What follows belongs to an exercise in optimizing a design on an open flow for small area, a short achievable clock period and few clock cycles per item; a production flow would make more cautious choices.
In this exercise RTL edits were held to simulation tests only and were not proved equivalent to the original.
No driver is modelled on the clock port, so clocking that relies on it looks cheaper here than on a real chip.

==> ember: inputs <==
## rpe_m31
module rpe_m31 (
    input  wire        clk,
    input  wire        rst,
    input  wire        in_valid,
    output wire        in_ready,
    input  wire [30:0] in_x0,
    input  wire [30:0] in_x1,
    input  wire [30:0] in_x2,
    output wire        out_valid,
    input  wire        out_ready,
    output wire [30:0] out_x0,
    output wire [30:0] out_x1,
    output wire [30:0] out_x2
);
clock: 25.0 ns
lec_check: 0
cap_margin: 20
core_margin: 2
core_utilization: 40
place_density: 0.6
slew_margin: 20
standard.sh (not shown) runs the stock make flow with config.mk's settings and CLKGATE_MAP_FILE= SYNTH_SCRIPT=/design/flow/synth_recipe.tcl, a recipe that flattens the netlist after the stock synthesis.
==> flow/flow/run.sh <==
#!/bin/bash
# The standard layout (the standard.sh: ORFS with the standard synthesis),
# with two changes to how it is made:
#  - timing repair is asked to leave more setup slack than the 25 ns clock
#    needs, so that it also works on the paths that set the achieved period;
#  - the port buffers that every input and output gets start as buf_1 cells
#    (timing repair upsizes the ones on critical paths).
# The clock, the constraints and every other step stay as they are.
set -o pipefail
bash standard.sh SETUP_SLACK_MARGIN=18.9 \
  "BUFFER_PORTS_ARGS=-buffer_cell sky130_fd_sc_hd__buf_1" \
  finish > standard_flow.log 2>&1
==> violet: changes against ember <==
Settings changed: CORE_UTILIZATION 40 to 60, PLACE_DENSITY 0.6 to 0.75.
==> fjord: changes against ember <==
==> flow/flow/run.sh (replaced) <==
#!/bin/bash
# The standard layout (the standard.sh: ORFS with the standard synthesis),
# with timing repair asked to leave more setup slack than the 25 ns clock needs,
# so that it also works on paths that are fine at 25 ns but set the achieved
# period. The clock, the constraints and every other step stay as they are.
set -o pipefail
bash standard.sh SETUP_SLACK_MARGIN=19.1 finish > standard_flow.log 2>&1
==> comparison <==
In violet the die area is smaller than in fjord, by about 33%.
Synthesized cell count is the same in fjord and violet.
Clock-buffer cell count: fjord > violet > ember.
Of violet and ember, violet has the higher global-route usage (gap 15 points).
==> figures <==
Die area: violet 0.06384 mm2; fjord 0.09521 mm2; ember 0.09521 mm2
Transition at the pin with the smallest max-transition slack: violet 1.335 ns; fjord 1.253 ns; ember 1.111 ns
Final Non-Filler Cells: violet 4904; fjord 5405; ember 5377
Endpoint of the worst hold path: violet r_d[7]$_DFF_P_; fjord x3r[1][16]$_DFF_P_; ember x3r[1][8]$_DFF_P_
Initial antenna violation count: violet 7; fjord 4; ember 2
Floorplan row count: violet 91; fjord 111; ember 111
Run status: violet no timing/DRC/antenna violations; fjord no timing/DRC/antenna violations; ember no timing/DRC/antenna violations
Worst path arrival time: violet 6.78 ns; fjord 1.10 ns; ember 1.10 ns
Maximum single-stage delay on the critical path: violet 0.78 ns; fjord 0.38 ns; ember 0.36 ns
Testbench counts of ember, summed over its fixed seeds: cycles 129,536, items 64.
Testbench counts of violet, summed over its fixed seeds: cycles 129,536, items 64.
Testbench counts of fjord, summed over its fixed seeds: cycles 129,536, items 64.


==> nickel: inputs <==
Another version of the RTL of rpe_m31 (not shown whole).
==> flow/config.mk <==
export PLATFORM = sky130hd
export DESIGN_NAME = rpe_m31
export DESIGN_NICKNAME = rpe_m31
export VERILOG_FILES = /design/flow/design.v
export SDC_FILE = /design/flow/constraint.sdc
export NUM_CORES = 4
export LEC_CHECK = 0
export CAP_MARGIN = 20
export CORE_MARGIN = 2
export CORE_UTILIZATION = 40
export PLACE_DENSITY = 0.6
export SLEW_MARGIN = 20
==> flow/constraint.sdc <==
create_clock -name core_clock -period 25.0 [get_ports {clk}]
set_input_delay 5.0000 -clock core_clock [delete_from_list [all_inputs] [get_ports {clk}]]
set_output_delay 5.0000 -clock core_clock [all_outputs]
set_load 0.01 [all_outputs]
==> flow/flow/run.sh <==
#!/bin/bash
# The standard layout (the standard.sh: ORFS with the standard synthesis),
# with changes only to how hard timing repair works and to the port buffers:
#  - the port buffers that every input and output gets start as buf_1 cells
#    (timing repair upsizes the ones on critical paths);
#  - timing repair is asked to leave more setup slack than the 25 ns clock
#    needs, so that it also works on the paths that set the achieved period:
#    up to CTS it aims at 6.5 ns; after CTS the paths to the output ports are
#    measured (clock tree delay, flip-flop and port buffer), and the repair after
#    global routing aims just below that floor, since the internal paths need
#    not be faster than the output paths.
# The clock, the constraints and every other step stay as they are.
set -o pipefail
BUF="BUFFER_PORTS_ARGS=-buffer_cell sky130_fd_sc_hd__buf_1"
bash standard.sh SETUP_SLACK_MARGIN=18.5 "$BUF" cts > flow_to_cts.log 2>&1 || exit 1
openroad -no_init -exit flow/measure.tcl > measure.log 2>&1
M=$(awk '/^OUTSLACK/ { m = $2 + 0.05; if (m > 19.3) m = 19.3; if (m < 15) m = 15; printf "%.2f", m }' measure.log)
if [ -z "$M" ]; then M=18.5; fi
echo "margin after CTS: $M" > margin.log
bash standard.sh SETUP_SLACK_MARGIN=$M "$BUF" finish > flow_finish.log 2>&1
==> flow/flow/measure.tcl <==
# Worst setup slack of the paths to the output ports after CTS (placement
# parasitics): the output paths set a floor on the period that timing repair
# of the internal paths cannot lower.
set res orfs/results/sky130hd/rpe_m31/base
set plat $::env(FLOW_HOME)/platforms/sky130hd
read_db $res/4_cts.odb
read_liberty $plat/lib/sky130_fd_sc_hd__tt_025C_1v80.lib
read_sdc $res/4_cts.sdc
source $plat/setRC.tcl
estimate_parasitics -placement
set_propagated_clock [all_clocks]
set paths [find_timing_paths -path_delay max -to [all_outputs] -group_path_count 1]
puts "OUTSLACK [get_property [lindex $paths 0] slack]"
puts "WORSTSLACK [sta::worst_slack_cmd max]"
==> quartz (differences from nickel) <==
--- a/flow/design.v
+++ b/flow/design.v
@@ -1828,12 +1828,12 @@
     input  wire        out_ready,
     output wire [30:0] out_x0,
     output wire [30:0] out_x1,
     output wire [30:0] out_x2
 );
-    localparam integer NL = 4;             
-    localparam integer CW = 3;             
+    localparam integer NL = 2;             
+    localparam integer CW = 2;             
     localparam [3:0] LAST_ROUND = 4'd13;
     localparam [5:0] LAST_OP    = 6'd47;
     reg           fill;      
     reg           run;       
     reg           outp;      
==> summary of the runs <==
Between quartz and nickel, the lower worst setup slack is in nickel (gap 0.043 ns). Global-route usage: nickel is higher than quartz (2.3 points). Against quartz, the utilization of nickel is higher by 0.34 points. Between quartz and nickel, the lower sequential share of layout area is in quartz (gap 0.11 points). Clock-buffer cell count: nickel is higher than quartz (96). Between nickel and quartz, the lower register-to-register slack is in nickel (gap 0.10 ns). In nickel the maximum frequency is lower than in quartz, by about 0.7%.
Testbench counts of nickel, summed over its fixed seeds: cycles 32,480, items 64.
Testbench counts of quartz, summed over its fixed seeds: cycles 64,832, items 64.

[afterwards: timing with drivers on the ports]
The flow's constraints put no driver on any port. The routed layouts listed below were extracted and timed again, unchanged, in two steps. Step 1 assumes that a clkbuf_16 drives the clock port and a buf_2 every other input. Step 2, shift: input delay + t, output delay - t, t = (earliest + latest rising clock arrival at the registers) / 2. This alone moves slack from input paths to output paths. Three values: ideal, step 1, step 2; two values: the first two.
run	shift t [ns]	setup WS [ns]	pins driven straight from the clock port
ember	0.663	18.900 / 18.832 / 19.052	1
violet	0.664	18.688 / 18.688 / 18.688	1
fjord	0.661	18.898 / 18.834 / 18.984	1
nickel	0.994	18.523 / 18.415 / 17.644	1
quartz	0.777	18.566 / 18.483 / 17.961	1
After both steps every run listed still meets setup and hold. For nickel, which loses most, drivers alone change the setup slack by -0.108 ns; drivers and shift together by -0.879 ns.
